Source: an optimization exercise on an open RTL-to-GDS flow (aim: small area, a short achievable clock period and few clock cycles). Production flows keep margins and buffers that such runs may drop. The RTL was checked by simulation tests, not by an equivalence proof against the original design.

// fscv
module fscv (
    input  wire        clk,
    input  wire        rst,
    input  wire        bus_wr,
    input  wire [17:0] bus_addr,
    input  wire [31:0] bus_wdata,
    output reg  [31:0] bus_rdata,
    input  wire        rx_valid,
    input  wire [7:0]  rx_data,
    output wire        rx_ready,
    output wire        tx_valid,
    output reg  [7:0]  tx_data,
    input  wire        tx_ready,
    input  wire        tick,
    output wire        irq
);
Size: about 1300 flip-flops, about 110 I/O pins, about 0.068 sq mm of cells after synthesis.
export LEC_CHECK = 0
export CAP_MARGIN = 20
export CORE_MARGIN = 2
export CORE_UTILIZATION = 50
export PLACE_DENSITY = 0.6
export SETUP_SLACK_MARGIN = 4.3
export SLEW_MARGIN = 20
export TNS_END_PERCENT = 0
create_clock -name core_clock -period 10.0 [get_ports {clk}]
standard.sh (not shown) runs the stock make flow with config.mk's settings and CLKGATE_MAP_FILE= SYNTH_SCRIPT=/design/flow/synth_recipe.tcl, a recipe that flattens the netlist after the stock synthesis.
==> flow/flow/run.sh <==
#!/bin/bash
# The standard layout (the standard.sh: standard synthesis, floorplan,
# placement, routing) with two changes:
#  - clock tree synthesis builds larger sink clusters and inserts no dummy
#    loads, so the clock tree takes less area;
#  - the port buffers are plain buffers (buf_4), which timing repair can size,
#    instead of the delay cells the default choice picks for the outputs.
set -euo pipefail
CTS="-sink_clustering_enable -repair_clock_nets -dont_use_dummy_load -sink_clustering_size 25 -sink_clustering_max_diameter 90"
PORTS="-inputs -outputs -buffer_cell sky130_fd_sc_hd__buf_4"
bash standard.sh "CTS_ARGS=$CTS" "BUFFER_PORTS_ARGS=$PORTS" finish > standard.log 2>&1
Testbench counts at the start, summed over its fixed seeds: cycles 27,616.
Next try:
--- a/flow/design.v
+++ b/flow/design.v
@@ -50,17 +50,18 @@
     reg [15:0] win_len;
     reg [7:0]  res;
     reg [6:0]  tlv_off;      
     reg [7:0]  tlv_len;
     reg        tlv_found;
     reg [8:0]  eng_idx;      
     reg [7:0]  eng_acc;      
     reg [1:0]  tlv_st;       
-    reg        tlv_hit;      
+    reg        tlv_two;      
+    reg [7:0]  tlv_tag;      
     reg [7:0]  tx_acc;       
     reg [7:0]  dmask;        
     reg        dlast;        
     reg        wr_act;       
     reg        rd_act;       
     reg        exp_r;        
     wire pend = p_ill | p_rng;
     wire [3:0] pend_code = p_ill ? E_ILLEGAL : E_RANGE;
@@ -166,19 +167,18 @@
                      w_defined = (w[31:8] == 24'd0);
             OP_LCS:  w_defined = (w[31:24] == 8'd0);
             OP_DCS:  w_defined = (w[31:17] == 15'd0) && (w[15:8] == 8'd0);
             OP_PSTEP: w_defined = (w[31:16] == 16'd0);
             OP_FIND: w_defined = (w[31:17] == 15'd0);
             default: w_defined = 1'b0;
         endcase
     end
-    wire [7:0]  win_end8  = {1'b0, win_base[6:0]} + {1'b0, win_len[6:0]};
-    wire        win_bad   = (win_base[15:7] != 9'd0) || (win_len[15:7] != 9'd0) ||
-                            (win_end8 > CAP);
+    wire [16:0] win_end17 = {1'b0, win_base} + {1'b0, win_len};
+    wire        win_bad   = (win_end17 > CAP);
     wire        txlen_bad = (tx_len > CAP);
     wire        w_range   = ((w[7:0] == OP_DCS || w[7:0] == OP_FIND) && win_bad) ||
                             (w[7:0] == OP_WRITE && txlen_bad);
     wire wr_reg   = bus_wr && reg_hit;
     wire wr_cfg   = wr_reg && reg_idx == 5'd1;
     wire wr_cmd   = wr_reg && reg_idx == 5'd2;
     wire wr_stat  = wr_reg && reg_idx == 5'd3;
     wire wr_dl    = wr_reg && reg_idx == 5'd4;
@@ -200,17 +200,17 @@
         for (gi = 0; gi < 64; gi = gi + 1) begin : g_rxb
             wire hw = host_bw && rxb_region && buf_word == gi / 4;
             wire sw = rx_store && rx_cnt[5:0] == gi;
             always @(posedge clk)
                 if (hw || sw)
                     rxm[gi * 8 +: 8] <= busy ? rx_data : bus_wdata[(gi % 4) * 8 +: 8];
         end
     endgenerate
-    wire [6:0] wend   = win_end8[6:0];
+    wire [6:0] wend   = win_end17[6:0];
     wire [5:0] wlast  = wend[5:0] - 6'd1;            
     wire       wzero  = (win_len[6:0] == 7'd0);
     reg  [7:0] fmask, lmask;
     integer j;
     always @(*)
         for (j = 0; j < 8; j = j + 1) begin
             fmask[j] = (j >= win_base[2:0]);
             lmask[j] = (j <= wlast[2:0]);
@@ -325,17 +325,18 @@
                     eng_idx <= (bus_wdata[7:0] == OP_WRITE) ? 9'h1FB : {1'b0, win_base[7:0]};
                     eng_acc <= 8'hFF;
                     dmask   <= wzero ? 8'd0 : (fmask & (w_single ? lmask : 8'hFF));
                     dlast   <= wzero || w_single;
                     wr_act  <= (bus_wdata[7:0] == OP_WRITE) && w_defined && !w_range;
                     rd_act  <= (bus_wdata[7:0] == OP_READ) && w_defined && !w_range;
                     exp_r   <= (deadline == 32'd0);
                     tlv_st  <= TS_TAG;
-                    tlv_hit <= 1'b0;
+                    tlv_two <= 1'b0;
+                    tlv_tag <= 8'd0;
                 end
             end
             if (busy) begin
                 if (pend) begin
                     fin      = 1'b1;
                     fin_code = pend_code;
                 end else begin
                     case (op)
@@ -370,26 +371,27 @@
                                 tlv_off   <= 7'd0;
                                 tlv_len   <= 8'd0;
                                 tlv_found <= 1'b0;
                                 fin      = 1'b1;
                                 fin_code = E_NOTFOUND;
                             end else begin
                                 case (tlv_st)
                                     TS_TAG: begin
-                                        tlv_hit <= (eng_byte != cfg_marker) && (eng_byte == a_byte);
+                                        tlv_tag <= eng_byte;
+                                        tlv_two <= (eng_byte == cfg_marker);
                                         tlv_st  <= (eng_byte == cfg_marker) ? TS_TAG2 : TS_LEN;
                                         eng_idx <= i1;
                                     end
                                     TS_TAG2: begin
                                         tlv_st  <= TS_LEN;
                                         eng_idx <= i1;
                                     end
                                     default: begin
-                                        if (tlv_hit) begin
+                                        if (!tlv_two && tlv_tag == a_byte) begin
                                             fin = 1'b1;
                                             if (eng_byte > {1'b0, f_room}) begin
                                                 tlv_off   <= 7'd0;
                                                 tlv_len   <= 8'd0;
                                                 tlv_found <= 1'b0;
                                                 fin_code = E_NOTFOUND;
                                             end else begin
                                                 tlv_off   <= i1[6:0];
What happened: Wire length shrinks slightly; clock-buffer cell count stays the same; worst hold slack stays flat; sequential cell count goes up by 8; critical path depth shrinks by 3; synthesized area is about the same.
Testbench counts after the change, summed over its fixed seeds: cycles 27,616.

## afterwards: timing with drivers on the ports
The results above use ideal ports. As a check the final layouts listed here were re-extracted and re-timed, cells and wires unchanged.
Step 1 assumes that a clkbuf_16 drives the clock port and a buf_2 every other input.
Step 2 moves the port delays by t, midway between the first and last clock arrival at a register: inputs arrive t later, outputs are due t later. That takes back most of the time a late clock gives input paths.
a / b / c = ideal / step 1 / step 2; a / b = the first two.
run | shift t [ns] | setup slack, ns | hold WS [ns] | clock arrival spread, ns | slew at the worst register clock pin (ns)
the first run | 0.801 | 3.391 / 3.130 / 3.130 | 0.463 / 0.463 / 0.463 | 0.107 / 0.107 | 0.11 / 0.11
the second run | 0.777 | 3.143 / 2.900 / 2.900 | 0.463 / 0.463 / 0.463 | 0.089 / 0.089 | 0.11 / 0.11
After both steps every run listed still meets setup and hold. The setup slack of the first run, which loses most, moves by -0.261 ns with the drivers and by -0.261 ns with both steps.
